Source: an optimization exercise on an open RTL-to-GDS flow (aim: small area, a short achievable clock period and few clock cycles). Production flows keep margins and buffers that such runs may drop. In this exercise RTL edits were held to simulation tests only and were not proved equivalent to the original.

## lmx_extract
module lmx_extract (
    input  wire        clk,
    input  wire        rst,
    input  wire        ld_en,
    input  wire [2:0]  ld_arr,      
    input  wire [2:0]  ld_idx,
    input  wire [63:0] ld_data,
    input  wire        cfg_en,
    input  wire        cfg_w8,      
    input  wire [2:0]  cfg_idx_mult,
    input  wire [2:0]  cfg_idx_xor,
    input  wire        start,
    input  wire [15:0] count,
    input  wire        f64,
    output reg         out_valid,
    input  wire        out_ready,
    output wire [63:0] out_data,
    output wire        busy,
    input  wire [2:0]  rd_arr,
    input  wire [2:0]  rd_idx,
    output wire [63:0] rd_data,
    output wire [2:0]  idx_mult,
    output wire [2:0]  idx_xor
);
Size: roughly 14000 cells after synthesis, roughly 240 I/O pins, roughly 0.18 mm^2 of cells after synthesis.
clock: 20.0 ns
lec_check: 0
cap_margin: 20
core_margin: 2
core_utilization: 40
cts_buf_list: sky130_fd_sc_hd__clkbuf_4
place_density: 0.5
slew_margin: 20
run.sh (not shown) runs the stock make flow with config.mk's settings and CLKGATE_MAP_FILE= SYNTH_SCRIPT=/design/flow/synth_recipe.tcl, a recipe that flattens the netlist after the stock synthesis.
Testbench counts at the start, summed over its fixed seeds: cycles 8,728.
Rerun with:
==> flow/flow/run.sh (new file) <==
#!/bin/bash
set -euo pipefail
bash standard.sh SETUP_SLACK_MARGIN=10 TNS_END_PERCENT=10 MATCH_CELL_FOOTPRINT=0 \
    "BUFFER_PORTS_ARGS=-buffer_cell sky130_fd_sc_hd__buf_4" \
    "CTS_ARGS=-sink_clustering_enable -repair_clock_nets -dont_use_dummy_load -buf_list {sky130_fd_sc_hd__clkbuf_4}" \
    finish > flow_make.log 2>&1
==> flow/standard.sh (new file) <==
#!/bin/bash
# synth_recipe.tcl (not shown) runs the flow's synth.tcl, then flattens the netlist and writes it again
# the make line also repeats each setting of config.mk as NAME=value (left out here)
make -C /OpenROAD-flow-scripts/flow DESIGN_CONFIG=/design/flow/config.mk WORK_HOME=/design/flow/orfs CLKGATE_MAP_FILE= SYNTH_SCRIPT=/design/flow/synth_recipe.tcl "${@:-finish}"
CORE_UTILIZATION = 50   (was 40)
CTS_BUF_LIST = not set   (was sky130_fd_sc_hd__clkbuf_4)
PLACE_DENSITY = 0.6   (was 0.5)
removed: flow/run.sh
What happened: Clock skew climbs by 9.4 ps; via count goes up by a few percent; die area falls by about a fifth; clock-buffer cell count decreases by 400; utilization climbs by 11 points; final area hardly moves; wire length climbs slightly.

* * *

== oak ==
lmx_extract, a different RTL version from the one above (not shown whole).
For scale: about 3400 flip-flops, roughly 240 I/O pins, roughly 180000 um^2 of cells after synthesis.
Settings: LEC_CHECK=0, CAP_MARGIN=20, CORE_MARGIN=2, CORE_UTILIZATION=40, PLACE_DENSITY=0.5, SLEW_MARGIN=20; clock period 20.0 ns.
standard.sh (not shown) runs the stock make flow with config.mk's settings and CLKGATE_MAP_FILE= SYNTH_SCRIPT=/design/flow/synth_recipe.tcl, a recipe that flattens the netlist after the stock synthesis.
==> flow/flow/run.sh <==
#!/bin/bash
set -euo pipefail
bash standard.sh SETUP_SLACK_MARGIN=10 TNS_END_PERCENT=10 MATCH_CELL_FOOTPRINT=0 \
    "BUFFER_PORTS_ARGS=-buffer_cell sky130_fd_sc_hd__buf_4" \
    "CTS_ARGS=-sink_clustering_enable -repair_clock_nets -dont_use_dummy_load -buf_list {sky130_fd_sc_hd__clkbuf_4}" \
    finish > flow_make.log 2>&1
oak has completed all stages; timing, DRC and antenna checks passed.
Testbench counts of oak, summed over its fixed seeds: cycles 8,728.
[inputs] pine vs oak
- swapping 0.5 for 0.6 in PLACE_DENSITY
- swapping 40 for 50 in CORE_UTILIZATION
### Flow results
pine: met3 usage in global routing 7.2 points above oak. Between pine and oak, it is pine whose non-clock buffer count is lower, by 35. Taking oak as the reference, in pine worst hold slack after final layout shows a reduction of 0.011 ns, setup slack shows an increase of 0.15 ns.

[what the ideal ports hide]
In the flow no input, the clock included, has a driving cell. The finished layouts below were timed again as built, in two steps. Step 1: set_driving_cell puts a clkbuf_16 on clk and a buf_2 on each other input, an assumption about the parent block. Step 2 times the ports against the registers' clock, not the clock port: input delays grow and output delays shrink by t, the midpoint of the rising clock arrivals with the driver on. Three values: ideal, step 1, step 2; two values: the first two.
| run | t, ns | setup WS [ns] | worst hold slack (ns) | slew at the worst register clock pin (ns) |
|---|---|---|---|---|
| the first run of note 1 | 1.704 | 6.320 / 6.076 / 6.076 | 0.457 / 0.457 / 0.457 | 0.08 / 0.08 |
| the second run of note 1 | 1.753 | 8.976 / 8.681 / 8.192 | 0.483 / 0.483 / 0.483 | 0.07 / 0.07 |
| oak | 1.812 | 8.711 / 8.435 / 8.396 | 0.474 / 0.474 / 0.474 | 0.08 / 0.08 |
| pine | 1.530 | 8.866 / 8.657 / 8.519 | 0.463 / 0.463 / 0.463 | 0.07 / 0.07 |
After both steps every run listed still meets setup and hold. The setup slack of the second run of note 1, which loses most, moves by -0.295 ns with the drivers and by -0.784 ns with both steps.
